Source: an optimization exercise on an open RTL-to-GDS flow (aim: small area, a short achievable clock period and few clock cycles). Production flows keep margins and buffers that such runs may drop.
Function was checked by simulation only, so behaviour that the tests miss may differ from the original.
No activity file was given, so power comes from the tool's default toggle rates.

[flow/config.mk]
export PLATFORM = sky130hd
export DESIGN_NAME = bse_keybuild
export DESIGN_NICKNAME = bse_keybuild
export VERILOG_FILES = /design/flow/design.v
export SDC_FILE = /design/flow/constraint.sdc
export NUM_CORES = 8
export LEC_CHECK = 0
export ABC_CLOCK_PERIOD_IN_PS = 3500
export CAP_MARGIN = 20
export CORE_MARGIN = 2
export CORE_UTILIZATION = 50
export PLACE_DENSITY = 0.6
export SETUP_SLACK_MARGIN = 5
export SLEW_MARGIN = 20
[flow/constraint.sdc]
create_clock -name core_clock -period 11.0 [get_ports {clk}]
set_input_delay 2.2000 -clock core_clock [delete_from_list [all_inputs] [get_ports {clk}]]
set_output_delay 2.2000 -clock core_clock [all_outputs]
set_load 0.01 [all_outputs]
[flow/design.v]
module bse_keybuild (
    input  wire       clk,
    input  wire       rst,
    input  wire       in_valid,
    output wire       in_ready,
    input  wire [7:0] in_data,
    input  wire       in_last,
    input  wire [7:0] tf_num,
    input  wire [7:0] tf_den,
    output wire       out_valid,
    input  wire       out_ready,
    output wire [7:0] out_data,
    output wire       out_last
);
    localparam PH_IN   = 3'd0;
    localparam PH_P1I  = 3'd1;
    localparam PH_P1   = 3'd2;
    localparam PH_C1   = 3'd3;
    localparam PH_C2   = 3'd4;
    localparam PH_C3   = 3'd5;
    localparam PH_P2   = 3'd6;
    localparam SU_SRCH = 3'd0;   
    localparam SU_PICK = 3'd1;   
    localparam SU_SMAX = 3'd2;   
    localparam SU_SMRK = 3'd3;   
    localparam SU_SADD = 3'd4;   
    localparam SU_SWAI = 3'd5;   
    localparam SU_KICK = 3'd6;   
    localparam FQ = 4;           
    reg [2:0]  ph;
    reg [2:0]  sub;
    reg        is_p1;            
    reg        pk_en;            
    reg        in_ready_r;
    reg        vld_r;
    reg [7:0]  byte_r;
    reg [7:0]  num_r, den_r;
    wire       fire = in_valid && in_ready_r;
    assign in_ready = in_ready_r;
    reg [15:0] pre_hi, pre_lo;   
    reg [15:0] tag_hi, tag_lo;   
    reg [11:0] total;
    reg [8:0]  m_cnt;
    reg        newval_r;
    integer s;
    reg  [14:0] sv;              
    reg  [14:0] sdn;             
    reg  [7:0]  st [0:14];       
    reg  [3:0]  shc [0:14];      
    reg  [3:0]  nsl;             
    reg  [7:0]  pidx_r;          
    wire [7:0]  cam_key = (ph == PH_IN || ph == PH_P1I) ? wtag_r : pidx_r;
    wire [14:0] cam;
    genvar g;
    generate
        for (g = 0; g < 15; g = g + 1) begin : g_sh
            assign cam[g] = sv[g] && (st[g] == cam_key);
        end
    endgenerate
    wire [14:0] sleft = sv & ~sdn;   
    reg  [3:0]  hmax;            
    always @(*) begin
        hmax = 4'd0;
        for (s = 0; s < 15; s = s + 1)
            if (sleft[s] && shc[s] > hmax) hmax = shc[s];
    end
    reg         wrap_r;          
    reg  [7:0]  wtag_r;
    reg  [3:0]  sfree;
    always @(*) begin
        sfree = 4'd0;
        for (s = 14; s >= 0; s = s - 1)
            if (!sv[s]) sfree = s;
    end
    wire [255:0] cmask;          
    wire [255:0] qmask;          
    wire [255:0] t0;             
    wire [255:0] dec;            
    wire [255:0] wrapv;          
    reg  [7:0]  sel;             
    wire [7:0]  sel_d;           
    reg         srch_busy;
    reg  [7:0]  lvl;             
    wire        any_hit = |t0;
    reg         any_r, step_r;
    reg         q_init;          
    reg         q_all;
    reg         init_lvl;        
    reg         pf_done;         
    reg         clr_r;           
    reg         f_clr;           
    reg         c_kill;          
    reg         q_kill;          
    reg         q_zero;          
    reg         q_mark;          
    reg         s_start;         
    wire        q_srch = srch_busy && any_hit;
    reg         rst_r;           
    wire        tclr   = rst_r || clr_r;
    wire [15:0] pk_hi;           
    wire [255:0] pk_lb;          
    wire [15:0] pk_hie = pk_hi & {16{pk_en}};
    generate
        for (g = 0; g < 256; g = g + 1) begin : g_tab
            reg [7:0]  f;
            reg        c;
            reg        q;
            reg        fb;       
            wire       d = pre_hi[g >> 4] & pre_lo[g & 15];
            wire       e = (pk_hie[g >> 4] & pk_lb[g]) | (tag_hi[g >> 4] & tag_lo[g & 15]);
            always @(posedge clk) begin
                if (rst_r || (f_clr && e))
                    f <= 8'd0;
                else
                    f <= f + {7'd0, d};
            end
            always @(posedge clk) begin
                fb <= |(f & sel_d);
            end
            always @(posedge clk) begin
                c <= !tclr && ((c && !(c_kill && e)) || d);
            end
            always @(posedge clk) begin
                q <= !tclr && !q_zero && (q_init ? (q_all || c) :
                               ((q && !(q_srch && !fb) && !(q_kill && e)) || (q_mark && e)));
            end
            assign cmask[g] = c;
            assign qmask[g] = q;
            assign t0[g]    = q & fb;
            assign dec[g]   = d;
            assign wrapv[g] = d & (&f);
        end
    endgenerate
    wire [15:0] newg, wrapg;
    generate
        for (g = 0; g < 16; g = g + 1) begin : g_nw
            assign newg[g]  = |(dec[16*g +: 16] & ~cmask[16*g +: 16]);
            assign wrapg[g] = |wrapv[16*g +: 16];
        end
    endgenerate
    reg  [15:0] newg_r, wrapg_r;
    reg  [7:0]  wtag1;
    wire [15:0]  gor;            
    wire [15:0]  gmul;           
    wire [3:0]   gidx [0:15];    
    generate
        for (g = 0; g < 16; g = g + 1) begin : g_grp
            wire [15:0] x = qmask[16*g +: 16];
            wire [15:0] below;   
            genvar k;
            for (k = 0; k < 16; k = k + 1) begin : g_b
                if (k == 0) begin : g_b0
                    assign below[k] = 1'b0;
                end else begin : g_bn
                    assign below[k] = |x[k-1:0];
                end
            end
            assign pk_lb[16*g +: 16] = x & ~below;
            assign gor[g]  = |x;
            assign gmul[g] = |(x & below);
            reg [3:0] li;
            integer m;
            always @(*) begin
                li = 4'd0;
                for (m = 15; m >= 0; m = m - 1)
                    if (x[m]) li = m;
            end
            assign gidx[g] = li;
        end
    endgenerate
    wire [15:0] gbelow;          
    generate
        for (g = 0; g < 16; g = g + 1) begin : g_gb
            if (g == 0) begin : g_gb0
                assign gbelow[g] = 1'b0;
            end else begin : g_gbn
                assign gbelow[g] = |gor[g-1:0];
            end
        end
    endgenerate
    assign pk_hi = gor & ~gbelow;
    wire       single = !(|(gor & gbelow)) && !(|gmul);
    reg  [7:0] pidx;
    integer b;
    always @(*) begin
        pidx = 8'd0;
        for (b = 0; b < 16; b = b + 1)
            if (pk_hi[b]) pidx = pidx | {b[3:0], gidx[b]};
    end
    function [7:0] msb8;
        input [7:0] x;
        integer j;
        begin
            msb8 = 8'd1;
            for (j = 0; j < 8; j = j + 1)
                if (x[j]) msb8 = 8'd1 << j;
        end
    endfunction
    wire [7:0] sel_total = (total[11:8] != 4'd0) ? 8'h80 : msb8(total[7:0]);
    reg        one_r;            
    reg  [7:0] stop_sel;
    wire       stop2 = srch_busy && one_r && (ph == PH_P2);
    assign sel_d = q_init ? (init_lvl ? ((lvl != 8'd0) ? msb8(lvl) : stop_sel) : sel_total) :
                   s_start ? 8'h80 :
                   stop2 ? 8'd0 : srch_busy ? (sel >> 1) : sel;
    function [15:0] onehot16;
        input [3:0] x;
        begin
            onehot16 = 16'd1 << x;
        end
    endfunction
    reg  [3:0]  nt_k;
    reg  [7:0]  nsh;             
    reg         nt_ok;
    reg  [19:0] ld;              
    reg         smode;           
    reg  [3:0]  h_r;             
    reg  [3:0]  ms_i;            
    reg  [11:0] hd;              
    reg  [2:0]  hd_k;
    reg  [3:0]  hsh;             
    reg         spick_r;         
    reg  [20:0] rem;
    reg         ge_r;            
    wire [20:0] rem_n = rem - {1'b0, ld};
    reg  [8:0]  rank;
    reg  [8:0]  k2;
    wire        ge = nt_ok && ge_r;
    reg  [8:0]  k_r;
    reg  [3:0]  bs_r;
    reg  [4:0]  bl_r;
    reg  [8:0]  r_r;
    reg  [8:0]  pcnt;            
    reg         is_last;         
    reg         all_picked;      
    reg [3:0]  bs_c;
    always @(*) begin
        if      (k2 <= 9'd3)   bs_c = 4'd2;
        else if (k2 <= 9'd7)   bs_c = 4'd3;
        else if (k2 <= 9'd15)  bs_c = 4'd4;
        else if (k2 <= 9'd31)  bs_c = 4'd5;
        else if (k2 <= 9'd63)  bs_c = 4'd6;
        else if (k2 <= 9'd127) bs_c = 4'd7;
        else if (k2 <= 9'd255) bs_c = 4'd8;
        else                   bs_c = 4'd9;
    end
    wire [9:0] pw_c   = 10'd1 << bs_r;
    wire [9:0] slots  = pw_c - 10'd1;
    wire       m_big  = ({1'b0, m_cnt} > slots) && ({1'b0, m_cnt} != pw_c);
    reg  [3:0] lr_c;
    always @(*) begin
        if      (r_r <= 9'd2)   lr_c = 4'd1;
        else if (r_r <= 9'd4)   lr_c = 4'd2;
        else if (r_r <= 9'd8)   lr_c = 4'd3;
        else if (r_r <= 9'd16)  lr_c = 4'd4;
        else if (r_r <= 9'd32)  lr_c = 4'd5;
        else if (r_r <= 9'd64)  lr_c = 4'd6;
        else if (r_r <= 9'd128) lr_c = 4'd7;
        else                    lr_c = 4'd8;
    end
    reg  [8:0]  fq [0:FQ-1];     
    reg  [2:0]  fq_n;
    reg  [1:0]  fq_rp, fq_wp;
    wire        fq_pop;
    wire [8:0]  fq_head = fq[fq_rp];
    reg         ep_v;
    reg         ep_last;
    wire [7:0]  ep_val = pidx_r;
    wire        fq_push = ep_v;
    wire [8:0]  fq_in   = {ep_last, ep_val};
    reg  [2:0]  sh;              
    reg         key_pend;        
    reg         key_busy;        
    reg         room;
    wire p1_pick  = is_p1 && (sub == SU_PICK) && nt_ok && !ge;
    wire p2_pick  = (ph == PH_P2) && (sub == SU_PICK) && room;
    wire p2_done  = (ph == PH_P2) && (sub == SU_KICK) && all_picked && !ep_v && sh[2] &&
                    !key_pend;
    always @(*) begin
        f_clr  = p2_pick;
        c_kill = p1_pick;
        q_kill = p1_pick || p2_pick;
    end
    always @(posedge clk) begin
        byte_r <= in_data;
        if (fire && in_last) begin
            num_r <= tf_num;
            den_r <= tf_den;
        end
        q_init   <= 1'b0;
        q_all    <= 1'b0;
        q_zero   <= 1'b0;
        q_mark   <= 1'b0;
        s_start  <= 1'b0;
        rst_r    <= rst;
        init_lvl <= 1'b0;
        clr_r    <= 1'b0;
        if (rst) begin
            ph         <= PH_IN;
            sub        <= SU_SRCH;
            is_p1      <= 1'b0;
            pk_en      <= 1'b0;
            in_ready_r <= 1'b0;      
            vld_r      <= 1'b0;
            pre_hi     <= 16'd0;
            pre_lo     <= 16'd0;
            tag_hi     <= 16'd0;
            tag_lo     <= 16'd0;
            total      <= 12'd0;
            m_cnt      <= 9'd0;
            newval_r   <= 1'b0;
            newg_r     <= 16'd0;
            wrapg_r    <= 16'd0;
            wrap_r     <= 1'b0;
            sv         <= 15'd0;
            sdn        <= 15'd0;
            nsl        <= 4'd0;
            srch_busy  <= 1'b0;
            sel        <= 8'd0;
            lvl        <= 8'd0;
            nt_ok      <= 1'b0;
            nt_k       <= 4'd0;
            hd_k       <= 3'd0;
            smode      <= 1'b0;
            spick_r    <= 1'b0;
            pcnt       <= 9'd0;
            ep_v       <= 1'b0;
            room       <= 1'b1;
            all_picked <= 1'b0;
        end else begin
            vld_r <= fire;
            if (rst_r)
                in_ready_r <= 1'b1;
            if (fire && in_last)
                in_ready_r <= 1'b0;
            pre_hi <= fire ? onehot16(in_data[7:4]) : 16'd0;
            pre_lo <= fire ? onehot16(in_data[3:0]) : 16'd0;
            if (sub == SU_SMRK && ms_i != 4'd15 && sleft[ms_i] && shc[ms_i] == h_r) begin
                tag_hi <= onehot16(st[ms_i][7:4]);
                tag_lo <= onehot16(st[ms_i][3:0]);
                q_mark <= 1'b1;
            end else begin
                tag_hi <= 16'd0;
                tag_lo <= 16'd0;
            end
            newg_r   <= newg;
            newval_r <= |newg_r;
            if (newval_r)
                m_cnt <= m_cnt + 9'd1;
            if (vld_r)
                total <= total + 12'd1;
            wrapg_r <= wrapg;
            wtag1   <= byte_r;
            wrap_r  <= |wrapg_r;
            wtag_r  <= wtag1;
            if (wrap_r) begin
                if (|cam) begin
                    for (s = 0; s < 15; s = s + 1)
                        if (cam[s])
                            shc[s] <= shc[s] + 4'd1;
                end else begin
                    sv[sfree]  <= 1'b1;
                    st[sfree]  <= wtag_r;
                    shc[sfree] <= 4'd1;
                    nsl        <= nsl + 4'd1;
                end
            end
            spick_r <= smode && (p1_pick || p2_pick);
            if (spick_r)
                sdn <= sdn | cam;
            if (hd_k != 3'd0) begin
                hd   <= {hd[10:0], 1'b0} + (hsh[3] ? {4'd0, den_r} : 12'd0);
                hsh  <= {hsh[2:0], 1'b0};
                hd_k <= hd_k - 3'd1;
            end
            sel    <= sel_d;
            one_r  <= single && srch_busy && !q_init && !s_start && !stop2;
            if (q_init || s_start)
                stop_sel <= 8'd0;
            else if (stop2)
                stop_sel <= sel;
            any_r  <= any_hit;
            step_r <= srch_busy && !q_init && !s_start;
            if (q_init || s_start) begin
                srch_busy <= 1'b1;
                lvl       <= 8'd0;
                ld        <= 20'd0;
            end else begin
                if (srch_busy && (sel[0] || stop2))
                    srch_busy <= 1'b0;
                if (srch_busy && any_hit)
                    lvl <= lvl | sel;
                if (step_r)
                    ld <= {ld[18:0], 1'b0} + (any_r ? {12'd0, den_r} : 20'd0);
            end
            if (nt_k != 4'd0) begin
                rem  <= {rem[19:0], 1'b0} + (nsh[7] ? {9'd0, total} : 21'd0);
                nsh  <= {nsh[6:0], 1'b0};
                nt_k <= nt_k - 4'd1;
                if (nt_k == 4'd1)
                    nt_ok <= 1'b1;
            end
            ep_v <= 1'b0;
            room <= ({1'b0, fq_n} + {3'd0, ep_v} + {3'd0, p2_pick} - {3'd0, fq_pop}) < FQ;
            if (p1_pick || p2_pick)
                pidx_r <= pidx;
            if (p2_pick) begin
                ep_v       <= 1'b1;
                ep_last    <= is_last;
                pcnt       <= pcnt + 9'd1;
                is_last    <= (pcnt + 9'd2 == m_cnt);
                all_picked <= (pcnt + 9'd1 == m_cnt);
            end
            case (ph)
                PH_IN: begin
                    if (vld_r && !in_ready_r)
                        ph <= PH_P1I;    
                end
                PH_P1I: begin
                    if (!wrap_r && wrapg_r == 16'd0) begin
                        ph     <= PH_P1;
                        is_p1  <= 1'b1;
                        ge_r   <= 1'b0;
                        rank   <= 9'd0;
                        rem    <= 21'd0;
                        nt_k   <= 4'd8;
                        nsh    <= num_r;
                        nt_ok  <= 1'b0;
                        sdn    <= 15'd0;
                        if (nsl != 4'd0) begin
                            sub   <= SU_SMAX;
                            smode <= 1'b1;
                        end else begin
                            sub    <= SU_SRCH;
                            q_init <= 1'b1;
                        end
                    end
                end
                PH_P1: begin
                    if (ge) begin
                        k2    <= rank;
                        ph    <= PH_C1;
                        pf_done <= 1'b0;
                        is_p1 <= 1'b0;
                        pk_en <= 1'b0;
                    end
                    case (sub)
                        SU_SRCH: if (!srch_busy && !q_init && !s_start) begin
                            sub   <= smode ? SU_SADD : SU_PICK;
                            pk_en <= !ge && !smode;
                        end
                        SU_SADD: begin
                            ld    <= ld + {hd, 8'd0};
                            sub   <= SU_PICK;
                            pk_en <= !ge;
                        end
                        SU_PICK: if (p1_pick) begin
                            rem  <= rem_n;
                            ge_r <= rem_n[20] || (rem_n == 21'd0);
                            rank <= rank + 9'd1;
                            if (single) begin
                                pk_en <= 1'b0;
                                if (smode)
                                    sub <= SU_SWAI;
                                else begin
                                    sub      <= SU_SRCH;
                                    q_init   <= 1'b1;
                                    init_lvl <= 1'b1;
                                end
                            end
                        end
                        SU_SWAI:
                            sub <= SU_SMAX;
                        SU_SMAX: if (sleft == 15'd0) begin
                            smode <= 1'b0;
                            sub   <= SU_KICK;
                        end else begin
                            h_r    <= hmax;
                            hsh    <= hmax;
                            hd     <= 12'd0;
                            hd_k   <= 3'd4;
                            ms_i   <= 4'd0;
                            q_zero <= 1'b1;
                            sub    <= SU_SMRK;
                        end
                        SU_SMRK: begin
                            ms_i <= ms_i + 4'd1;
                            if (ms_i == 4'd15) begin
                                s_start <= 1'b1;
                                sub     <= SU_SRCH;
                            end
                        end
                        SU_KICK: begin
                            sub    <= SU_SRCH;
                            q_init <= !ge;
                        end
                        default: ;
                    endcase
                end
                PH_C1: begin
                    if (nsl != 4'd0)
                        srch_busy <= 1'b0;
                    else if (!pf_done) begin
                        pf_done <= 1'b1;
                        q_init  <= 1'b1;
                        q_all   <= 1'b1;
                    end
                    if (!key_busy && !key_pend) begin
                        bs_r <= bs_c;
                        ph   <= PH_C2;
                    end
                end
                PH_C2: begin
                    k_r <= m_big ? slots[8:0] : m_cnt;
                    r_r <= m_big ? (m_cnt - slots[8:0]) : 9'd0;
                    ph  <= PH_C3;
                end
                PH_C3: begin
                    bl_r  <= (r_r == 9'd0) ? 5'd0 : ({1'b0, bs_r} + {1'b0, lr_c});
                    pcnt  <= 9'd0;
                    is_last    <= (m_cnt == 9'd1);
                    all_picked <= 1'b0;
                    sdn   <= 15'd0;
                    ph    <= PH_P2;
                    sub   <= (nsl != 4'd0) ? SU_SMAX : SU_SRCH;
                    smode <= (nsl != 4'd0);
                end
                PH_P2: begin
                    case (sub)
                        SU_SRCH: if (!srch_busy && !q_init && !s_start) begin
                            sub   <= SU_PICK;
                            pk_en <= 1'b1;
                        end
                        SU_PICK: if (p2_pick && single) begin
                            pk_en <= 1'b0;
                            if (pcnt + 9'd1 == m_cnt)
                                sub <= SU_KICK;
                            else if (smode)
                                sub <= SU_SWAI;
                            else begin
                                sub      <= SU_SRCH;
                                q_init   <= 1'b1;
                                q_all    <= 1'b1;
                                init_lvl <= 1'b1;
                            end
                        end
                        SU_KICK: if (p2_done) begin
                            ph         <= PH_IN;
                            in_ready_r <= 1'b1;
                            total      <= 12'd0;
                            m_cnt      <= 9'd0;
                            sv         <= 15'd0;
                            nsl        <= 4'd0;
                            smode      <= 1'b0;
                            clr_r      <= 1'b1;
                        end
                        SU_SWAI:
                            sub <= SU_SMAX;
                        SU_SMAX: if (sleft == 15'd0) begin
                            smode  <= 1'b0;
                            sub    <= SU_SRCH;
                            q_init <= 1'b1;
                            q_all  <= 1'b1;
                        end else begin
                            h_r    <= hmax;
                            ms_i   <= 4'd0;
                            q_zero <= 1'b1;
                            sub    <= SU_SMRK;
                        end
                        SU_SMRK: begin
                            ms_i <= ms_i + 4'd1;
                            if (ms_i == 4'd15) begin
                                s_start <= 1'b1;
                                sub     <= SU_SRCH;
                            end
                        end
                        default: ;
                    endcase
                end
                default: ;
            endcase
        end
    end
    reg  [31:0] acc;
    reg  [5:0]  acc_n;
    reg         fin;
    reg         ov_r, ol_r;
    assign out_valid = ov_r;
    assign out_last  = ol_r;
    assign out_data  = acc[31:24];
    reg  [8:0]  s_e;             
    reg  [14:0] s_cw;            
    reg         s_short;         
    wire        s_hdr = !sh[2];
    reg  [7:0]  hdr_byte;
    always @(*) begin
        case (sh[1:0])
            2'd0: hdr_byte = m_cnt[7:0];
            2'd1: hdr_byte = k_r[7:0];
            2'd2: hdr_byte = {4'd0, bs_r};
            default: hdr_byte = {3'd0, bl_r};
        endcase
    end
    wire [14:0] s_step = s_short ? (15'd1 << (4'd15 - bs_r)) : (15'd1 << (5'd15 - bl_r));
    wire        adv   = out_ready || !ov_r;
    wire [31:0] acc_p = ov_r ? {acc[23:0], 8'd0} : acc;
    wire [5:0]  n_p   = ov_r ? ((acc_n >= 6'd8) ? acc_n - 6'd8 : 6'd0) : acc_n;
    wire        ser_take = (s_hdr || fq_n != 3'd0) && (n_p < 6'd8) && !fin;
    assign      fq_pop = adv && ser_take && !s_hdr;
    wire [22:0] h_f   = s_hdr ? {hdr_byte, 15'd0} : {fq_head[7:0], s_cw};
    wire [4:0]  h_w   = s_hdr ? 5'd8 : s_short ? ({1'b0, bs_r} + 5'd8) : (bl_r + 5'd8);
    wire        h_l   = !s_hdr && fq_head[8];
    wire [31:0] h_pl  = {h_f, 9'd0} >> n_p[2:0];
    wire [31:0] acc_x = ser_take ? (acc_p | h_pl) : acc_p;
    wire [5:0]  n_x   = ser_take ? (n_p + {1'b0, h_w}) : n_p;
    wire        fin_x = (fin || (ser_take && h_l)) && !(ov_r && ol_r);
    always @(posedge clk) begin
        if (fq_push)
            fq[fq_wp] <= fq_in;
        if (rst) begin
            fq_n  <= 3'd0;
            fq_rp <= 2'd0;
            fq_wp <= 2'd0;
            sh    <= 3'd4;
            key_pend <= 1'b0;
            key_busy <= 1'b0;
            acc   <= 32'd0;
            acc_n <= 6'd0;
            fin   <= 1'b0;
            ov_r  <= 1'b0;
            ol_r  <= 1'b0;
        end else begin
            fq_n <= fq_n + {2'd0, fq_push} - {2'd0, fq_pop};
            if (fq_push)
                fq_wp <= fq_wp + 2'd1;
            if (fq_pop)
                fq_rp <= fq_rp + 2'd1;
            if (ph == PH_C3)
                key_pend <= 1'b1;
            if (adv && ov_r && ol_r)
                key_busy <= 1'b0;
            if (key_pend && !key_busy) begin
                key_pend <= 1'b0;
                key_busy <= 1'b1;
                sh       <= 3'd0;
                s_e      <= 9'd0;
                s_cw     <= 15'd0;
                s_short  <= 1'b1;
            end else if (adv && ser_take) begin
                if (s_hdr)
                    sh <= sh + 3'd1;
                else begin
                    s_e     <= s_e + 9'd1;
                    s_cw    <= s_cw + s_step;
                    s_short <= (s_e + 9'd1 < k_r);
                end
            end
            if (adv) begin
                acc   <= acc_x;
                acc_n <= n_x;
                fin   <= fin_x;
                ov_r  <= (n_x >= 6'd8) || (fin_x && n_x != 6'd0);
                ol_r  <= fin_x && (n_x <= 6'd8) && (n_x != 6'd0);
            end
        end
    end
endmodule
[flow/flow/run.sh]
#!/bin/bash
set -euo pipefail
MARGIN=${MARGIN:-7}
bash standard.sh synth > synth.log 2>&1
# the make call of standard.sh, with the margin changed
MAKECMD=$(grep '^make ' standard.sh | sed -e "s/SETUP_SLACK_MARGIN=[0-9.]*/SETUP_SLACK_MARGIN=${MARGIN}/" -e 's/"\${@:-finish}"/finish/')
eval "$MAKECMD" > layout.log 2>&1
# write the final DEF as standard.sh does
sed -n '/^if \[\[ -f/,/^fi/p' standard.sh > write_def.sh
bash write_def.sh > write_def.log 2>&1
test -f out/final.def
[flow/standard.sh]
#!/bin/bash
# synth_recipe.tcl (not shown) runs the flow's synth.tcl, then flattens the netlist and writes it again
# the make line also repeats each setting of config.mk as NAME=value (left out here)
make -C /OpenROAD-flow-scripts/flow DESIGN_CONFIG=/design/flow/config.mk WORK_HOME=/design/flow/orfs CLKGATE_MAP_FILE= SYNTH_SCRIPT=/design/flow/synth_recipe.tcl "${@:-finish}"
==> metrics.csv, run 1 <==
stage;metric;value;unit
detailed_routing;dr_total_vias;161723;
min_path;min_path_type;reg2reg;
floorplan;dieHeight;596;um
sta;timing.final.crit_period;19.16;ns
placement;dp.final_hpwl;501000;um
power_and_ir_drop;switching_share;32.1;%
yosys;post_synth_num_cell_types;107;
clocking;ctsHtreeMaxLevel;5;
sta;max_freq;52.2;MHz
clocking;clk_latency;1.01;ns
power_and_ir_drop;irDropWorstVdd;0.152;mV
yosys;synthSimpleGateAreaFrac;19.8;%
power_and_ir_drop;power.density;175;nW/um^2
floorplan;io-pin-count;40;
yosys;yosys.area_share.xor_xnor;9.44;%
worst_setup_path;reg2reg_slack;-8.16;ns
yosys;avgSynthCellArea;8.50;um^2
clocking;number_of_hold_buffers_added_after_cts;0;
yosys;yosys_register_bits;3511;
yosys;netlist_area;175000;um^2
floorplan;die_w;596;um
yosys;postSynth.topFlopCell;sky130_fd_sc_hd__dfxtp_1;
sta;timing.setup.tns;-64.69;ns
placement;pre_cts_slack;-8.86;ns
grt;gr-usage-all-layers;38.8;%
power_and_ir_drop;power.clock.fraction;39.9;%
grt;grt_max_degree;133;
yosys;ys_seq_area_share;42.1;%
worst_setup_path;criticalPathCategory;reg2reg;
worst_setup_path;worstReg2RegStart;shc[0][0];
clocking;cts_tree;done;
layout;final_design_area_no_fill;199000;um^2
worst_setup_path;data_arrival_critical_path;19.87;ns
yosys;synth-compound-area-share;17.4;%
clocking;clock_tree_root_driver_cell;sky130_fd_sc_hd__clkbuf_16;
worst_setup_path;r2r_end;hsh[3];
sta;timing.final.max_slew_violations;0;
floorplan;placeableCoreArea;349000;um^2
min_path;timing.hold.worst.start;byte_r[3];
yosys;yosys-top-cells-count;sky130_fd_sc_hd__dfxtp_1 (3,151), sky130_fd_sc_hd__nor2_1 (3,137), sky130_fd_sc_hd__nand2_1 (1,855), sky130_fd_sc_hd__nand3_1 (1,186), sky130_fd_sc_hd__inv_1 (1,055);
yosys;synth_area_leader_cell;sky130_fd_sc_hd__dfxtp_1;
detailed_routing;route.antenna.remaining_nets;0;
clocking;numClockSinks;3511;
min_path;worst_hold_path.endpoint;wtag1[3];
yosys;synthesis.nets;21356;
worst_setup_path;setup_crit_end_kind;flip-flop;
grt;grt_pass1_wl;1030000;um
power_and_ir_drop;cellInternalPower;23.7;mW
detailed_routing;routed_wl;717000;um
clocking;cts-buffers-inserted;388;
sta;tightestPinTransition;1.34;ns
sta;clock_skew;0.0811;ns
status;set_of_violated_layout_checks;negative setup slack;
yosys;synth.area.mux_share;1.55;%
detailed_routing;drt_via_density;6.31;
layout;layout.nets;21368;
run;cap_viol_max_count;0;
power_and_ir_drop;power.static_leakage;78.1;nW
yosys;synth-warning-count;1;
sta;final_min_period_over_clock_period;174;%
worst_setup_path;critPathRequiredTime;11.71;ns
layout;layout.core_utilization;57.1;%
worst_setup_path;timing.critical_path.mode_cell;sky130_fd_sc_hd__ha_4;
worst_setup_path;timing.critical_path.fanout_max;5;
sta;setup_slack;-8.16;ns
detailed_routing;drt-initial-drc-count;20282;
detailed_routing;routed_wire_length_per_instance;28.0;um
yosys;yosys.area.top_type_share;36.0;%
grt;gr-total-overflow;0;
sta;setup_viol;8;
placement;gp_congestion;1.08;
floorplan;core.rowCount;217;
yosys;synth-edff-count;360;
clocking;cts_buffer_depth;4;
floorplan;design.die.area;355000;um^2
layout;synthToLayoutAreaGrowth;13.7;%
worst_setup_path;largest_stage_delay_on_the_critical_path;0.44;ns
worst_setup_path;worst_path_max_delay_cell;sky130_fd_sc_hd__or3_1;
grt;number_of_antenna_violations_at_the_first_check_in_global_routing;67;
detailed_routing;drc_errors;0;
floorplan;initial_core_util;50.2;%
detailed_routing;detailedRoute.firstPassIterationCount;11;
min_path;hold_depth;0;
yosys;postSynth.asyncResetShare;0;%
power_and_ir_drop;share_seq_of_total_power;39.9;%
sta;number_of_hold_violations_in_the_final_report;0;
yosys;postSynthCellCount;20625;
yosys;synthTopCellsByArea;sky130_fd_sc_hd__dfxtp_1 (36%), sky130_fd_sc_hd__nor2_1 (6.7%), sky130_fd_sc_hd__edfxtp_1 (6.2%), sky130_fd_sc_hd__xor2_1 (5.1%), sky130_fd_sc_hd__ha_1 (4.9%);
power_and_ir_drop;comb_power_share;20.2;%
power_and_ir_drop;switch_pwr;11.2;mW
layout;final_layout_size_suffix_gt1_share;9.29;%
yosys;synth_adder_area_share;5.13;%
yosys;yosys.cell_count.top_type;sky130_fd_sc_hd__dfxtp_1;
grt;vias_in_the_first_global_route;147566;
status;run_status;finished with violations;
sta;slew-limit-headroom;10.7;%
placement;place_area;183000;um^2
worst_setup_path;worst-r2r-cell-count;102;
sta;grt_setup_unrepaired;yes;
worst_setup_path;critPathLaunchType;flip-flop;
clocking;post_cts_clock_slew_at_the_launch_and_capture_registers_of_the_worst_setup_and_hold_paths;0.06;ns
placement;place.port_buffers;39;
yosys;synth_top_family_by_area;simple AND/OR/NAND/NOR gates;
## timing repair
item                                     CTS  global route
pin swaps                                170           179
gates resized for setup                  198           280
endpoints found under the setup margin  3108          3168
gates cloned                               3             5
buffers inserted                          77            54
## worst max-delay path: cells and delay by family, from the launching register on
family                   cells  cell delay, ns
multiplexers                12            3.40
AO/OA/AOI/OAI               33            5.67
buffers and inverters       15            1.47
adder cells (fa/ha/maj)     16            3.74
flip-flops                   1            0.32
AND/OR/NAND/NOR             26            4.31
## cells by family (layout without fill, tap and decap cells)
kind of cell	after synthesis	count (layout)
AOI/OAI and AO/OA	4388	4388
and+or+nand+nor	7806	7812
buffers and inverters	2136	2470
other	0	72
muxes	180	180
xor gates and xnor gates	1889	1889
DFF	3511	3511
adders and majority gates	715	715
## through the flow
step / power, mW / hold WS, ns / std cells
final: 35.0 / 0.403 / 25636
after global routing: 35.8 / 0.411 / 25569
after CTS: 34.6 / 0.403 / 25500
after detailed placement: 20.3 / 0.389 / 24702
after global placement: 20.3 / 0.388 / 24702
after floorplan: 17.6 / 0.386 / 20625
## power by group through the flow
stage	clock network [mW]	logic (mW)	registers [mW]
floorplan	0	3.82	13.8
global placement	0	6.12	14.2
detailed placement	0	6.12	14.2
CTS	14.1	6.56	13.9
global route	14.6	7.27	14.0
finish	13.9	7.07	14.0
## registers in the layout, indices dropped and copies added (netlist names), 20 cells and up, named ones only
signal,cells
ld,20
shc,60
g_tab.f,2048
g_tab.fb,256
g_tab.c,256
acc,30
rem,21
fq,36
st,128
g_tab.q,256
## cells in the final DEF, fill, tap and decap left out, types with 74 or more instances in the layout
master and instances:
sky130_fd_sc_hd__dfxtp_1 3099, sky130_fd_sc_hd__nor2_1 3040, sky130_fd_sc_hd__nand2_1 1824, sky130_fd_sc_hd__nand3_1 1179, sky130_fd_sc_hd__inv_1 1040, sky130_fd_sc_hd__a21oi_1 1033
sky130_fd_sc_hd__xor2_1 1011, sky130_fd_sc_hd__xnor2_1 878, sky130_fd_sc_hd__o21ai_0 718, sky130_fd_sc_hd__ha_1 669, sky130_fd_sc_hd__buf_4 607, sky130_fd_sc_hd__clkbuf_16 396
sky130_fd_sc_hd__a22oi_1 385, sky130_fd_sc_hd__and3_1 381, sky130_fd_sc_hd__edfxtp_1 360, sky130_fd_sc_hd__nor3_1 331, sky130_fd_sc_hd__a221oi_1 317, sky130_fd_sc_hd__o221ai_1 281
sky130_fd_sc_hd__nand4_1 279, sky130_fd_sc_hd__a222oi_1 265, sky130_fd_sc_hd__a21o_1 217, sky130_fd_sc_hd__a32oi_1 168, sky130_fd_sc_hd__o22ai_1 167, sky130_fd_sc_hd__nor4_1 135
sky130_fd_sc_hd__and2_1 124, sky130_fd_sc_hd__a32o_1 114, sky130_fd_sc_hd__o21bai_1 100, sky130_fd_sc_hd__a22o_1 87, sky130_fd_sc_hd__nor2b_1 79, sky130_fd_sc_hd__mux2i_1 78
sky130_fd_sc_hd__nor2_2 76, sky130_fd_sc_hd__clkbuf_1 74
## how the worst max path moves through the flow
stage	startpoint	endpoint	slack [ns]	depth (start not counted)
5_1_grt	shc[0][0]	h_r[0]	-9.08	108
2_1_floorplan	shc[0][0]	hsh[0]	-7.68	106
3_5_place_dp	shc[0][0]	hsh[3]	-8.86	110
4_1_cts	shc[0][1]	h_r[0]	-7.95	103
6_report	shc[0][0]	hsh[3]	-8.16	102
3_3_place_gp	shc[0][0]	hsh[3]	-9.02	110
## area by class of cell
type	instances	area (um^2)
diodes	72	180
clock buffers	542	11200
clock inverters	176	2400
fillers	32075	150000
inverters	1059	3990
multi-input cells	14984	96200
flip-flops and latches	3511	74000
well taps	4599	5750
repair buffers	693	5660
## layer usage
layer  share of wire [%]  up-vias  GRT usage [%]
met5               0.091        -         0.0270
met2                  41     8941           56.6
li1                    -    73311              -
met4                 7.1       54           23.9
met1                  40    77209           50.7
met3                  11     2208           10.5
Testbench counts, summed over its fixed seeds: cycles 80,739.
==> inputs of run 2 (changes only) <==
--- a/flow/design.v
+++ b/flow/design.v
@@ -58,12 +58,18 @@
         end
     endgenerate
     wire [14:0] sleft = sv & ~sdn;   
-    reg  [3:0]  hmax;            
-    always @(*) begin
-        hmax = 4'd0;
-        for (s = 0; s < 15; s = s + 1)
-            if (sleft[s] && shc[s] > hmax) hmax = shc[s];
-    end
+    wire [14:0] hm3, hm2, hm1, hm0;
+    wire [3:0]  hmax;
+    generate
+        for (g = 0; g < 15; g = g + 1) begin : g_hm
+            assign hm3[g] = sleft[g] & shc[g][3];
+            assign hm2[g] = sleft[g] & (shc[g][3] | !hmax[3]) & shc[g][2];
+            assign hm1[g] = sleft[g] & (shc[g][3] | !hmax[3]) & (shc[g][2] | !hmax[2]) & shc[g][1];
+            assign hm0[g] = sleft[g] & (shc[g][3] | !hmax[3]) & (shc[g][2] | !hmax[2]) &
+                            (shc[g][1] | !hmax[1]) & shc[g][0];
+        end
+    endgenerate
+    assign hmax = {|hm3, |hm2, |hm1, |hm0};
     reg         wrap_r;          
     reg  [7:0]  wtag_r;
     reg  [3:0]  sfree;
@@ -527,7 +533,7 @@
                 end
                 PH_P2: begin
                     case (sub)
-                        SU_SRCH: if (!srch_busy && !q_init && !s_start) begin
+                        SU_SRCH: if (!q_init && !s_start && (!srch_busy || sel[0] || stop2)) begin
                             sub   <= SU_PICK;
                             pk_en <= 1'b1;
                         end
--- a/flow/config.mk
+++ b/flow/config.mk
@@ -8,7 +8,7 @@
 export ABC_CLOCK_PERIOD_IN_PS = 3500
 export CAP_MARGIN = 20
 export CORE_MARGIN = 2
-export CORE_UTILIZATION = 50
-export PLACE_DENSITY = 0.6
+export CORE_UTILIZATION = 62
+export PLACE_DENSITY = 0.72
 export SETUP_SLACK_MARGIN = 5
 export SLEW_MARGIN = 20
==> metrics.csv, run 2 <==
stage;metric;value;unit;change
floorplan;placeableCoreArea;277000;um^2;-21%
yosys;postSynth.asyncResetShare;0;%;unchanged
yosys;synthTopCellsByArea;sky130_fd_sc_hd__dfxtp_1 (37%), sky130_fd_sc_hd__nor2_1 (6.7%), sky130_fd_sc_hd__edfxtp_1 (6.3%), sky130_fd_sc_hd__xor2_1 (5.5%), sky130_fd_sc_hd__ha_1 (4.8%);;
sta;max_freq;232;MHz;+340%
layout;final_layout_size_suffix_gt1_share;9.10;%;-0.19 points
status;run_status;timing/DRC/antenna clean;;
grt;grt_max_degree;147;;+11%
worst_setup_path;largest_stage_delay_on_the_critical_path;0.59;ns;+0.15 ns
floorplan;die_w;532;um;-11%
yosys;netlist_area;173000;um^2;-1.5%
min_path;min_path_type;reg2reg;;
sta;clock_skew;0.0774;ns;-0.00365 ns
detailed_routing;detailedRoute.firstPassIterationCount;11;;unchanged
layout;registers.top_by_ff_count;g_tab.f;;
layout;layout.nets;20589;;-3.6%
power_and_ir_drop;comb_power_share;22.4;%;+2.2 points
power_and_ir_drop;switch_pwr;11.6;mW;+3.4%
detailed_routing;drc_errors;0;;unchanged
layout;fill_cells;20861;;-35%
clocking;cts-buffers-inserted;361;;-7.0%
sta;setup_viol;0;;-8
yosys;yosys.cell_count.top_type;sky130_fd_sc_hd__dfxtp_1;;
worst_setup_path;timing.critical_path.mode_cell;sky130_fd_sc_hd__o21ai_2;;
worst_setup_path;critPathLaunchType;flip-flop;;
detailed_routing;drt-initial-drc-count;25553;;+26%
sta;timing.final.crit_period;4.31;ns;-14.85 ns
sta;final_min_period_over_clock_period;39.2;%;-130 points
detailed_routing;routed_wl;707000;um;-1.3%
sta;slew-limit-headroom;6.12;%;-4.6 points
layout;mostFrequentLayoutCell;sky130_fd_sc_hd__dfxtp_1;;
power_and_ir_drop;cellInternalPower;23.5;mW;-1.2%
power_and_ir_drop;share_seq_of_total_power;40.6;%;+0.7 points
worst_setup_path;critPathBufInv;1;;-14
yosys;synth-edff-count;360;;unchanged
layout;largest_reg_flops;2048;;unchanged
clocking;numClockSinks;3511;;unchanged
worst_setup_path;crit_path_max_delay_family;simple AND/OR/NAND/NOR gates;;
floorplan;design.die.area;283000;um^2;-20%
yosys;yosys-top-cells-count;sky130_fd_sc_hd__dfxtp_1 (3,151), sky130_fd_sc_hd__nor2_1 (3,067), sky130_fd_sc_hd__nand2_1 (1,303), sky130_fd_sc_hd__nand3_1 (1,228), sky130_fd_sc_hd__xor2_1 (1,082);;
clocking;clk_latency;1.03;ns;+0.02 ns
yosys;synth_area_leader_cell;sky130_fd_sc_hd__dfxtp_1;;
placement;gp_congestion;1.13;;+4.4%
worst_setup_path;criticalPathCategory;reg2reg;;
worst_setup_path;timing.critical_path.fanout_max;8;;+3
yosys;synthesis.nets;20734;;-2.9%
worst_setup_path;crit_path_cell_trace;nor4_1 > nand2_1 > o21ai_2 > o2111ai_1 > a211oi_2 > nand4_1 > nor4_4 > nand4_4 > buf_12 > o21ai_2 > nor3_1 > a311o_1;;
detailed_routing;dr_total_vias;164648;;+1.8%
grt;gr-usage-all-layers;47.5;%;+8.7 points
clocking;number_of_hold_buffers_added_after_cts;0;;unchanged
clocking;cts_buffer_depth;4;;unchanged
floorplan;io-pin-count;40;;unchanged
yosys;ys_seq_area_share;42.8;%;+0.66 points
yosys;yosys_register_bits;3511;;unchanged
clocking;post_cts_clock_slew_at_the_launch_and_capture_registers_of_the_worst_setup_and_hold_paths;0.06;ns;about the same
grt;vias_in_the_first_global_route;150451;;+2.0%
yosys;post_synth_num_cell_types;102;;-4.7%
sta;grt_setup_unrepaired;yes;;
layout;synthToLayoutAreaGrowth;13.0;%;
sta;number_of_hold_violations_in_the_final_report;0;;unchanged
detailed_routing;route.antenna.remaining_nets;0;;unchanged
worst_setup_path;critPathRequiredTime;11.87;ns;+0.16 ns
clocking;cts_tree;done;;
sta;timing.setup.tns;0;ns;+64.69 ns
power_and_ir_drop;power.clock.fraction;37.1;%;-2.8 points
worst_setup_path;worst_path_max_delay_cell;sky130_fd_sc_hd__nor4_1;;
floorplan;dieHeight;532;um;-11%
placement;place.port_buffers;39;;unchanged
yosys;yosys.area.top_type_share;36.5;%;+0.56 points
clocking;ctsHtreeMaxLevel;5;;unchanged
power_and_ir_drop;report.power.total;35.1;mW;+0.28%
floorplan;initial_core_util;62.4;%;+12 points
grt;number_of_antenna_violations_at_the_first_check_in_global_routing;86;;+28%
sta;tightestPinTransition;1.41;ns;+0.0684 ns
yosys;avgSynthCellArea;8.61;um^2;+1.3%
power_and_ir_drop;power.static_leakage;73.8;nW;-5.4%
yosys;postSynthCellCount;20037;;-2.9%
power_and_ir_drop;power.density;180;nW/um^2;+2.5%
sta;timing.final.max_slew_violations;0;;unchanged
placement;dp.final_hpwl;477000;um;-4.8%
yosys;synth-warning-count;1;;unchanged
power_and_ir_drop;switching_share;33.1;%;+0.99 points
grt;grt_pass1_wl;1010000;um;-2.0%
detailed_routing;drt_via_density;6.87;;+8.9%
layout;layout.cells.most_common_list;sky130_fd_sc_hd__dfxtp_1 (3,075), sky130_fd_sc_hd__nor2_1 (2,979), sky130_fd_sc_hd__nand2_1 (1,276), sky130_fd_sc_hd__nand3_1 (1,211), sky130_fd_sc_hd__xor2_1 (1,082);;
power_and_ir_drop;irDropWorstVdd;0.156;mV;+2.3%
yosys;postSynth.topFlopCell;sky130_fd_sc_hd__dfxtp_1;;
worst_setup_path;data_arrival_critical_path;5.18;ns;-14.69 ns
detailed_routing;routed_wire_length_per_instance;29.5;um;+5.6%
sta;fin_worst_hold_slack;0.405;ns;+0.00163 ns
clocking;clock_tree_root_driver_cell;sky130_fd_sc_hd__clkbuf_16;;
run;cap_viol_max_count;0;;unchanged
grt;gr-total-overflow;0;;unchanged
floorplan;core.rowCount;193;;-11%
worst_setup_path;setup_crit_end_kind;flip-flop;;
-- run 2: cell count changes in the layout (fill, tap and decap cells not counted), sizes merged, moves of 73 or more --
cell    delta
nand2    -549
a221oi   -272
xnor2     -85
a21oi     -73
a22oi    +317
nand4    +243
buf      -174
-- run 2: worst paths after layout --
kind                    to  cells past startpoint         start  slack [ns]
setup / recovery     pk_en                     12  g_tab[195].q        6.69
setup reg to reg     pk_en                     12  g_tab[195].q        6.69
hold reg to reg   wtag1[3]                      0     byte_r[3]        0.41
hold / removal    wtag1[3]                      0     byte_r[3]        0.41
-- run 2: worst register-to-register path: cells and delay by family, from the launching register on --
kind,cells,cell delay (ns)
AOI/OAI and AO/OA,5,1.64
buffers and inverters,1,0.19
DFF,1,0.55
and+or+nand+nor,6,1.82
-- run 2: layout make-up --
class	count	area [um^2]	area share, %
Antenna cell	71	178	0.0911
Clock buffer	525	10500	5.40
Clock inverter	137	1990	1.02
Inverter	1019	3830	1.97
Multi-Input combinational cell	14478	94700	48.5
Sequential cell	3511	74000	38.0
Tap cell	3705	4640	2.38
Timing Repair Buffer	521	5130	2.63
-- run 2: cells by family (layout without fill, tap and decap cells) --
family / count (synthesis) / after routing / share of synthesized area, %
flops: 3511 / 3511 / 42.8
fa+ha+maj: 669 / 669 / 4.89
other cells: 0 / 71 / 0
mux: 154 / 154 / 1.40
xor+xnor: 1875 / 1875 / 9.51
buf+inv: 2054 / 2202 / 4.51
simple gates: 7457 / 7462 / 19.7
compound gates: 4317 / 4318 / 17.2
-- run 2: metal layers --
metal / vias up / GRT usage, % / part of all wire (%)
met5: - / 0.354 / 0.12
met4: 66 / 36.5 / 9.5
met3: 3523 / 15.9 / 14
met2: 12350 / 67.9 / 41
met1: 77381 / 58.9 / 36
li1: 71328 / - / -
-- run 2: what timing repair did --
action                                 in CTS  in global routing
resized for setup                         482                388
gates cloned                                7                  6
setup buffers                             146                 89
endpoints found under the hold margin       0                  0
pin swaps                                  85                143
setup endpoints to repair                2777               2178
-- run 2: stage by stage --
stage	setup slack (ns)	instance area, um^2	std cells	util [%]
after floorplan	6.92	173000	20037	-
after global placement	5.23	176000	22982	63.7
after global routing	6.79	195000	23903	70.4
after detailed placement	5.34	176000	22984	63.7
final	6.69	195000	23967	70.5
after CTS	6.81	192000	23799	69.5
-- run 2: power by group through the flow --
stage,sequential [mW],clock [mW],combinational [mW]
after floorplan,13.9,0,4.19
after global placement,14.4,0,6.41
after detailed placement,14.4,0,6.41
after CTS,14.2,12.9,7.18
after global routing,14.2,13.5,8.08
final,14.2,13.0,7.85
Testbench counts of run 2, summed over its fixed seeds: cycles 79,612.
==> inputs of run 3 (changes only) <==
--- a/flow/design.v
+++ b/flow/design.v
@@ -230,6 +230,7 @@
     reg         ge_r;            
     wire [20:0] rem_n = rem - {1'b0, ld};
     reg  [8:0]  rank;
+    reg         pick1_r;         
     reg  [8:0]  k2;
     wire        ge = nt_ok && ge_r;
     reg  [8:0]  k_r;
@@ -329,6 +330,7 @@
             hd_k       <= 3'd0;
             smode      <= 1'b0;
             spick_r    <= 1'b0;
+            pick1_r    <= 1'b0;
             pcnt       <= 9'd0;
             ep_v       <= 1'b0;
             room       <= 1'b1;
@@ -406,6 +408,12 @@
                 if (nt_k == 4'd1)
                     nt_ok <= 1'b1;
             end
+            pick1_r <= p1_pick;
+            if (pick1_r) begin
+                rem  <= rem_n;
+                ge_r <= rem_n[20] || (rem_n == 21'd0);
+                rank <= rank + 9'd1;
+            end
             ep_v <= 1'b0;
             room <= ({1'b0, fq_n} + {3'd0, ep_v} + {3'd0, p2_pick} - {3'd0, fq_pop}) < FQ;
             if (p1_pick || p2_pick)
@@ -451,7 +459,7 @@
                         pk_en <= 1'b0;
                     end
                     case (sub)
-                        SU_SRCH: if (!srch_busy && !q_init && !s_start) begin
+                        SU_SRCH: if (!q_init && !s_start && (!srch_busy || (!smode && sel[0]))) begin
                             sub   <= smode ? SU_SADD : SU_PICK;
                             pk_en <= !ge && !smode;
                         end
@@ -461,9 +469,6 @@
                             pk_en <= !ge;
                         end
                         SU_PICK: if (p1_pick) begin
-                            rem  <= rem_n;
-                            ge_r <= rem_n[20] || (rem_n == 21'd0);
-                            rank <= rank + 9'd1;
                             if (single) begin
                                 pk_en <= 1'b0;
                                 if (smode)
==> metrics.csv, run 3 <==
stage;metric;value;unit;change
clocking;cts_buffer_depth;4;;unchanged
layout;seq_area;74000;um^2;about the same
placement;gp_congestion;1.17;;+3.6%
detailed_routing;drc_errors;0;;unchanged
layout;layout.cells.most_common_list;sky130_fd_sc_hd__dfxtp_1 (3,078), sky130_fd_sc_hd__nor2_1 (2,847), sky130_fd_sc_hd__nand2_1 (1,320), sky130_fd_sc_hd__nand3_1 (1,225), sky130_fd_sc_hd__xor2_1 (1,039);;
clocking;numClockSinks;3512;;+0.028%
yosys;netlist_area;173000;um^2;+0.19%
sta;setup_slack;6.31;ns;-0.379 ns
worst_setup_path;largest_stage_delay_on_the_critical_path;0.62;ns;+0.03 ns
sta;max_freq;213;MHz;-8.1%
worst_setup_path;critPathRequiredTime;11.91;ns;+0.04 ns
clocking;cts-buffers-inserted;364;;+0.83%
run;cap_viol_max_count;1;;+1
sta;slew-limit-headroom;-4.74;%;-11 points
worst_setup_path;worst_path_max_delay_cell;sky130_fd_sc_hd__o21ai_0;;
placement;place.port_buffers;39;;unchanged
detailed_routing;detailedRoute.firstPassIterationCount;14;;+3
yosys;synth-warning-count;1;;unchanged
grt;grt_pass1_wl;988000;um;-2.0%
grt;globalRouteMet3Util;18.1;%;+2.2 points
yosys;synthTopCellsByArea;sky130_fd_sc_hd__dfxtp_1 (36%), sky130_fd_sc_hd__nor2_1 (6.6%), sky130_fd_sc_hd__edfxtp_1 (6.3%), sky130_fd_sc_hd__xor2_1 (5.3%), sky130_fd_sc_hd__ha_1 (4.8%);;
placement;place_area;176000;um^2;+0.11%
floorplan;initial_core_util;62.4;%;about the same
placement;dp.final_hpwl;471000;um;-1.1%
floorplan;io-pin-count;40;;unchanged
layout;layout.nets;20648;;+0.29%
layout;registers.top_by_ff_count;g_tab.f;;
sta;setup_viol;0;;unchanged
sta;timing.final.crit_period;4.69;ns;+0.379 ns
yosys;synthesis.nets;20780;;+0.22%
yosys;postSynth.topFlopCell;sky130_fd_sc_hd__dfxtp_1;;
sta;final_min_period_over_clock_period;42.7;%;+3.4 points
sta;timing.setup.tns;0;ns;unchanged
grt;number_of_antenna_violations_at_the_first_check_in_global_routing;89;;+3.5%
grt;grt_use_met2;65.7;%;-2.3 points
min_path;min_path_type;reg2reg;;
layout;largest_reg_flops;2048;;unchanged
floorplan;placeableCoreArea;277000;um^2;about the same
yosys;ys_seq_area_share;42.7;%;-0.068 points
clocking;clk_latency;1.04;ns;about the same
yosys;post_synth_num_cell_types;96;;-5.9%
power_and_ir_drop;irDropWorstVdd;0.178;mV;+14%
sta;timing.final.max_slew_violations;31;;+31
clocking;cts_tree;done;;
worst_setup_path;timing.critical_path.fanout_max;13;;+5
layout;multi_input_logic_area;96400;um^2;+1.8%
worst_setup_path;critPathLaunchType;flip-flop;;
grt;grt_max_degree;135;;-8.2%
yosys;yosys.cell_count.top_type;sky130_fd_sc_hd__dfxtp_1;;
yosys;postSynth.asyncResetShare;0;%;unchanged
layout;fill_cells;20931;;+0.34%
floorplan;die_w;532;um;about the same
layout;final_design_area_no_fill;197000;um^2;+0.93%
yosys;yosys.area.top_type_share;36.5;%;-0.056 points
layout;synthToLayoutAreaGrowth;13.8;%;
clocking;clock_tree_root_driver_cell;sky130_fd_sc_hd__clkbuf_16;;
yosys;yosys_register_bits;3512;;+0.028%
grt;most_used_routing_layer;met2;;
sta;number_of_hold_violations_in_the_final_report;0;;unchanged
grt;gr-usage-all-layers;46.3;%;-1.2 points
sta;tightestPinTransition;1.57;ns;+0.161 ns
sta;clock_skew;0.0725;ns;-0.00495 ns
sta;grt_setup_unrepaired;yes;;
worst_setup_path;criticalPathCategory;reg2reg;;
worst_setup_path;setup_crit_end_kind;flip-flop;;
detailed_routing;routed_wire_length_per_instance;28.8;um;-2.5%
grt;gr-usage-met1;56.6;%;-2.3 points
status;run_status;finished with violations;;
clocking;post_cts_clock_slew_at_the_launch_and_capture_registers_of_the_worst_setup_and_hold_paths;0.07;ns;about the same
yosys;postSynthCellCount;20083;;+0.23%
yosys;synth-edff-count;360;;unchanged
clocking;ctsHtreeMaxLevel;5;;unchanged
detailed_routing;drt-initial-drc-count;24741;;-3.2%
detailed_routing;drt_via_density;6.82;;-0.78%
floorplan;dieHeight;532;um;about the same
worst_setup_path;data_arrival_critical_path;5.60;ns;+0.42 ns
layout;mostFrequentLayoutCell;sky130_fd_sc_hd__dfxtp_1;;
grt;vias_in_the_first_global_route;148893;;-1.0%
yosys;avgSynthCellArea;8.61;um^2;about the same
detailed_routing;route.antenna.remaining_nets;0;;unchanged
floorplan;design.die.area;283000;um^2;+0.18%
yosys;yosys-top-cells-count;sky130_fd_sc_hd__dfxtp_1 (3,152), sky130_fd_sc_hd__nor2_1 (3,046), sky130_fd_sc_hd__nand2_1 (1,357), sky130_fd_sc_hd__nand3_1 (1,240), sky130_fd_sc_hd__xor2_1 (1,039);;
detailed_routing;routed_wl;692000;um;-2.2%
floorplan;core.rowCount;193;;unchanged
yosys;synth_area_leader_cell;sky130_fd_sc_hd__dfxtp_1;;
detailed_routing;dr_total_vias;163883;;-0.46%
placement;pre_cts_slack;5.32;ns;-0.0237 ns
layout;final_layout_size_suffix_gt1_share;10.6;%;+1.5 points
power_and_ir_drop;power.density;161;nW/um^2;-10%
worst_setup_path;crit_path_cell_trace;o21ai_0 > nand4_1 > nor3_1 > o2111ai_1 > or4_1 > or4_4 > nor4_4 > buf_12 > and2_4 > nor3_4 > a211o_1 > a21oi_2;;
power_and_ir_drop;power.static_leakage;74.1;nW;+0.34%
grt;gr-total-overflow;0;;unchanged
status;set_of_violated_layout_checks;max-capacitance violations, max-slew violations;;
## run 3: cell types whose count changed in the layout (fill, tap and decap cells not counted), sizes merged, moves of 12 or more
cell,before,now
xnor2,793,831
nand2,1306,1359
o22ai,168,151
nand2b,62,76
nor2,3069,3051
a211oi,37,61
nand4,522,510
o32ai,24,10
xor2,1082,1039
diode,71,95
a22o,107,91
a21oi,982,968
nand3,1228,1242
a22oi,711,685
## run 3: metrics by stage
step	cells	power (mW)	hold WS [ns]	utilization, %
after floorplan	20083	16.4	0.386	-
after global placement	23030	17.9	0.387	63.7
after detailed placement	23031	17.9	0.389	63.7
after CTS	23817	31.2	0.397	69.4
after global routing	23964	32.4	0.407	71.0
final	24043	31.7	0.398	71.1
## run 3: power by group
part / internal (mW) / switching, mW / leakage [nW] / total, mW
sequential: 13.3 / 0.446 / 28.8 / 13.7
clock: 7.59 / 5.50 / 6.22 / 13.1
combinational: 1.75 / 3.14 / 39.0 / 4.89
## run 3: final cells by class
cell class | count | area share [%]
Multi-Input combinational cell | 14535 | 49.0
Tap cell | 3705 | 2.36
Inverter | 1013 | 1.94
Sequential cell | 3512 | 37.6
Antenna cell | 95 | 0.121
Clock buffer | 519 | 5.42
Timing Repair Buffer | 525 | 2.54
Clock inverter | 139 | 1.03
## run 3: critical path, delay by kind of cell, from the launching register on
family	cells	cell delay, ns
AO/OA/AOI/OAI	4	1.28
buffers and inverters	1	0.18
flip-flops	1	0.56
AND/OR/NAND/NOR	7	2.54
## run 3: per-layer routing
metal / part of all wire (%) / wire length [um] / vias up
li1: - / - / 71565
met5: 0.087 / 603 / -
met2: 41 / 282000 / 11771
met3: 14 / 100000 / 3243
met4: 8.7 / 60100 / 56
met1: 36 / 249000 / 77248
## run 3: kinds of logic (layout without fill, tap and decap cells)
family,Yosys count,after routing,share of synthesized area (%)
mux,158,158,1.42
flops,3512,3512,42.7
other cells,0,95,0
fa+ha+maj,672,672,4.90
xor+xnor,1870,1870,9.47
buf+inv,2043,2196,4.47
compound gates,4279,4280,17.0
simple gates,7549,7555,19.9
## run 3: what timing repair did
item | CTS | global route
cloned | 8 | 4
setup endpoints to repair | 2741 | 2197
pin swaps | 107 | 502
setup buffers | 120 | 126
resized for setup | 567 | 827
hold buffers | 0 | 0
## run 3: path summary, 6_finish.rpt
path / slack, ns / cells past startpoint / start / end
setup reg to reg: 6.31 / 12 / g_tab[112].q / pk_en
hold reg to reg: 0.40 / 0 / byte_r[6] / wtag1[6]
setup / recovery: 6.31 / 12 / g_tab[112].q / pk_en
hold / removal: 0.40 / 0 / byte_r[6] / wtag1[6]
Testbench counts of run 3, summed over its fixed seeds: cycles 79,237.
==> inputs of run 4 (changes only) <==
--- a/flow/design.v
+++ b/flow/design.v
@@ -206,7 +206,9 @@
     reg        one_r;            
     reg  [7:0] stop_sel;
     wire       stop2 = srch_busy && one_r && (ph == PH_P2);
-    assign sel_d = q_init ? (init_lvl ? ((lvl != 8'd0) ? msb8(lvl) : stop_sel) : sel_total) :
+    reg  [7:0] nxt_sel;
+    always @(posedge clk) nxt_sel <= msb8(lvl - 8'd1);
+    assign sel_d = q_init ? (init_lvl ? ((lvl != 8'd0) ? nxt_sel : stop_sel) : sel_total) :
                    s_start ? 8'h80 :
                    stop2 ? 8'd0 : srch_busy ? (sel >> 1) : sel;
     function [15:0] onehot16;
==> metrics.csv, run 4 <==
stage;metric;value;unit;change
status;run_status;finished with violations;;
status;set_of_violated_layout_checks;antenna violations;;
power_and_ir_drop;power.clock.fraction;37.5;%;-3.8 points
power_and_ir_drop;switching_share;32.7;%;+4.0 points
yosys;synth-edff-count;360;;unchanged
yosys;synth_area_leader_cell;sky130_fd_sc_hd__dfxtp_1;;
worst_setup_path;worst_path_max_delay_cell;sky130_fd_sc_hd__a222oi_1;;
sta;timing.setup.tns;0;ns;unchanged
sta;number_of_hold_violations_in_the_final_report;0;;unchanged
yosys;post_synth_num_cell_types;95;;-1.0%
clocking;clock_tree_root_driver_cell;sky130_fd_sc_hd__clkbuf_16;;
detailed_routing;drt_via_density;6.92;;+1.5%
sta;timing.final.crit_period;4.45;ns;-0.240 ns
yosys;ys_seq_area_share;42.8;%;+0.081 points
sta;timing.final.max_slew_violations;0;;-100%
detailed_routing;drc_errors;0;;unchanged
grt;gr-total-overflow;0;;unchanged
sta;setup_viol;0;;unchanged
power_and_ir_drop;switch_pwr;11.4;mW;+26%
detailed_routing;drt-initial-drc-count;26131;;+5.6%
yosys;postSynth.asyncResetShare;0;%;unchanged
worst_setup_path;criticalPathCategory;reg2reg;;
power_and_ir_drop;share_seq_of_total_power;40.6;%;-2.6 points
yosys;yosys.cell_count.top_type;sky130_fd_sc_hd__dfxtp_1;;
power_and_ir_drop;cellInternalPower;23.5;mW;+3.9%
layout;largest_reg_flops;2048;;unchanged
worst_setup_path;critPathLaunchType;flip-flop;;
worst_setup_path;endpoint;sub[0];;
layout;layout.nets;20352;;-1.4%
power_and_ir_drop;irDropWorstVdd;0.171;mV;-3.7%
worst_setup_path;timing.critical_path.fanout_max;6;;-7
clocking;cts-buffers-inserted;362;;-0.55%
yosys;yosys-top-cells-count;sky130_fd_sc_hd__dfxtp_1 (3,160), sky130_fd_sc_hd__nor2_1 (3,071), sky130_fd_sc_hd__nand3_1 (1,496), sky130_fd_sc_hd__xor2_1 (1,077), sky130_fd_sc_hd__nand2_1 (1,054);;
grt;grt_pass1_wl;1000000;um;+1.5%
worst_setup_path;critPathRequiredTime;11.88;ns;-0.03 ns
yosys;postSynth.topFlopCell;sky130_fd_sc_hd__dfxtp_1;;
layout;registers.top_by_ff_count;g_tab.f;;
sta;max_freq;225;MHz;+5.4%
sta;slew-limit-headroom;16.2;%;+21 points
worst_setup_path;reg2reg_slack;6.55;ns;+0.24 ns
layout;layout.cells.most_common_list;sky130_fd_sc_hd__dfxtp_1 (3,066), sky130_fd_sc_hd__nor2_1 (3,002), sky130_fd_sc_hd__nand3_1 (1,480), sky130_fd_sc_hd__xor2_1 (1,077), sky130_fd_sc_hd__nand2_1 (1,028);;
worst_setup_path;data_arrival_critical_path;5.33;ns;-0.27 ns
floorplan;initial_core_util;62.5;%;about the same
placement;gp_congestion;1.10;;-5.8%
clocking;numClockSinks;3520;;+0.23%
clocking;cts_tree;done;;
power_and_ir_drop;comb_power_share;21.9;%;+6.5 points
detailed_routing;routed_wl;700000;um;+1.2%
grt;vias_in_the_first_global_route;151502;;+1.8%
detailed_routing;dr_total_vias;164305;;+0.26%
placement;dp.final_hpwl;478000;um;+1.4%
sta;setup_slack;6.55;ns;+0.240 ns
floorplan;placeableCoreArea;277000;um^2;unchanged
yosys;netlist_area;173000;um^2;about the same
floorplan;die_w;532;um;about the same
worst_setup_path;crit_path_cell_trace;buf_8 > or3_4 > a222oi_1 > nand3_1 > nor4_2 > o2111ai_2 > nor4_4 > o221ai_2 > or4_4 > a31oi_4 > nor2_1 > a311oi_1;;
min_path;min_path_type;reg2reg;;
floorplan;design.die.area;283000;um^2;about the same
sta;final_min_period_over_clock_period;40.5;%;-2.2 points
clocking;ctsHtreeMaxLevel;5;;unchanged
sta;tightestPinTransition;1.25;ns;-0.318 ns
worst_setup_path;critPathBufInv;1;;unchanged
layout;mostFrequentLayoutCell;sky130_fd_sc_hd__dfxtp_1;;
clocking;post_cts_clock_slew_at_the_launch_and_capture_registers_of_the_worst_setup_and_hold_paths;0.06;ns;about the same
layout;synthToLayoutAreaGrowth;12.1;%;
clocking;cts_buffer_depth;4;;unchanged
yosys;synthesis.nets;20542;;-1.1%
yosys;yosys.area.top_type_share;36.6;%;+0.083 points
worst_setup_path;r2r_end;sub[0];;
worst_setup_path;setup_crit_end_kind;flip-flop;;
grt;number_of_antenna_violations_at_the_first_check_in_global_routing;92;;+3.4%
yosys;avgSynthCellArea;8.72;um^2;+1.2%
detailed_routing;detailedRoute.firstPassIterationCount;11;;-3
floorplan;core.rowCount;193;;unchanged
grt;grt_max_degree;124;;-8.1%
yosys;yosys_register_bits;3520;;+0.23%
power_and_ir_drop;power.static_leakage;73.8;nW;-0.40%
power_and_ir_drop;power.density;180;nW/um^2;+12%
floorplan;io-pin-count;40;;unchanged
clocking;clk_latency;1.01;ns;-0.03 ns
worst_setup_path;largest_stage_delay_on_the_critical_path;0.96;ns;+0.34 ns
detailed_routing;routed_wire_length_per_instance;29.5;um;+2.5%
floorplan;dieHeight;532;um;about the same
layout;layout.core_utilization;70.0;%;-1.1 points
worst_setup_path;worstReg2RegStart;g_tab[241].q;;
yosys;synthTopCellsByArea;sky130_fd_sc_hd__dfxtp_1 (37%), sky130_fd_sc_hd__nor2_1 (6.7%), sky130_fd_sc_hd__edfxtp_1 (6.2%), sky130_fd_sc_hd__xor2_1 (5.5%), sky130_fd_sc_hd__ha_1 (4.8%);;
layout;final_layout_size_suffix_gt1_share;8.45;%;-2.1 points
worst_setup_path;crit_cells;12;;unchanged
grt;gr-usage-all-layers;47.0;%;+0.68 points
placement;pre_cts_slack;5.31;ns;-0.00981 ns
yosys;synth-warning-count;1;;unchanged
worst_setup_path;crit_path_max_delay_family;simple AND/OR/NAND/NOR gates;;
worst_setup_path;timing.critical_path.from;g_tab[241].q;;
yosys;postSynthCellCount;19843;;-1.2%
sta;grt_setup_unrepaired;yes;;
sta;clock_skew;0.0770;ns;+0.00453 ns
placement;place.port_buffers;39;;unchanged
run;cap_viol_max_count;0;;-1
detailed_routing;route.antenna.remaining_nets;1;;+1
worst_setup_path;worst-r2r-cell-count;12;;unchanged
[run 4: cell types whose count changed after synthesis, moves of 27 or more]
cell / before / now
sky130_fd_sc_hd__clkbuf_1: 958 / 924
sky130_fd_sc_hd__buf_2: 8 / 35
sky130_fd_sc_hd__xnor2_1: 831 / 803
sky130_fd_sc_hd__nand4_1: 510 / 257
sky130_fd_sc_hd__nand2_1: 1357 / 1054
sky130_fd_sc_hd__a222oi_1: 266 / 525
sky130_fd_sc_hd__xor2_1: 1039 / 1077
sky130_fd_sc_hd__a31oi_1: 81 / 109
sky130_fd_sc_hd__a22o_1: 91 / 127
sky130_fd_sc_hd__a21oi_1: 966 / 936
sky130_fd_sc_hd__a22oi_1: 685 / 392
sky130_fd_sc_hd__and3_1: 402 / 373
sky130_fd_sc_hd__a221oi_1: 48 / 87
sky130_fd_sc_hd__nand3_1: 1240 / 1496
[run 4: power by group through the flow]
stage	clock [mW]	combinational (mW)	sequential (mW)
after detailed placement	0	6.27	14.3
after global placement	0	6.27	14.3
final	13.1	7.65	14.2
after CTS	13.1	6.98	14.1
after global routing	13.6	7.88	14.2
after floorplan	0	4.05	13.9
[run 4: metal layers]
metal / routed length (um) / global-route usage [%] / vias up / share of wire, %
met4: 66100 / 36.8 / 78 / 9.4
met2: 289000 / 68.5 / 12226 / 41
met1: 251000 / 57.2 / 77601 / 36
met5: 732 / 0.354 / - / 0.10
met3: 93700 / 15.3 / 3355 / 13
li1: - / - / 71045 / -
[run 4: layout make-up]
cell class | count | area, um^2
inverters | 1022 | 3850
flip-flops and latches | 3520 | 74200
multi-input cells | 14276 | 93700
repair buffers | 471 | 4510
diodes | 86 | 215
fillers | 20796 | 83100
clock inverters | 134 | 1910
well taps | 3705 | 4640
clock buffers | 530 | 10800
[run 4: per-stage QoR]
stage	power [mW]	instance area [um^2]	std cells	hold slack (ns)
2_1_floorplan	17.9	173000	19843	0.386
3_3_place_gp	20.6	176000	22805	0.387
3_5_place_dp	20.6	176000	22805	0.389
4_1_cts	34.1	192000	23576	0.404
5_1_grt	35.6	194000	23668	0.410
6_report	34.9	194000	23744	0.404
[run 4: cell families after synthesis]
| kind of cell | after synthesis | synth area share (%) |
|---|---|---|
| AND/OR/NAND/NOR | 7261 | 19.2 |
| buffers and inverters | 2050 | 4.52 |
| adder cells (fa/ha/maj) | 670 | 4.89 |
| multiplexers | 161 | 1.53 |
| AO/OA/AOI/OAI | 4301 | 17.5 |
| XOR/XNOR | 1880 | 9.52 |
| flip-flops | 3520 | 42.8 |
[run 4: worst min-delay path by stage]
stage,from,end,slack [ns],cells after the start
final,byte_r[0],wtag1[0],0.40,0
after global placement,byte_r[2],wtag1[2],0.39,0
after floorplan,byte_r[0],wtag1[0],0.39,0
after detailed placement,byte_r[0],wtag1[0],0.39,0
after global routing,byte_r[7],wtag1[7],0.41,0
after CTS,byte_r[0],wtag1[0],0.40,0
[run 4: repair_timing]
item / 4_1_cts / 5_1_grt
gates resized for setup: 475 / 210
gates cloned: 5 / 4
hold buffers: 0 / 0
pin swaps: 73 / 52
buffers inserted: 102 / 78
setup endpoints to repair: 2637 / 1850
Testbench counts of run 4, summed over its fixed seeds: cycles 78,949.

## re-timing with driven ports
The flow's constraints put no driver on any port. The routed layouts listed below were extracted and timed again, unchanged, in two steps. Step 1 (the two cells are an assumption about what drives the block):
set clk [get_ports {clk}]
set_driving_cell -lib_cell sky130_fd_sc_hd__clkbuf_16 $clk
set_driving_cell -lib_cell sky130_fd_sc_hd__buf_2 [delete_from_list [all_inputs] $clk]
Step 2 also shifts input and output timing later by t, the mid clock arrival at the registers, as if the neighbouring blocks saw the same clock. Three values: ideal, step 1, step 2; two values: the first two.
| run | shift t [ns] | setup WS [ns] | slew at the worst register clock pin (ns) | pins driven straight from the clock port |
|---|---|---|---|---|
| run 1 | 1.083 | -8.163 / -8.163 / -8.163 | 0.08 / 0.08 | 1 |
| run 2 | 1.095 | 6.686 / 6.686 / 6.065 | 0.08 / 0.08 | 1 |
| run 3 | 1.106 | 6.307 / 6.307 / 6.141 | 0.08 / 0.08 | 1 |
| run 4 | 1.086 | 6.547 / 6.547 / 6.266 | 0.07 / 0.07 | 1 |
For run 2, which loses most, drivers alone change the setup slack by 0.000 ns; drivers and shift together by -0.621 ns.
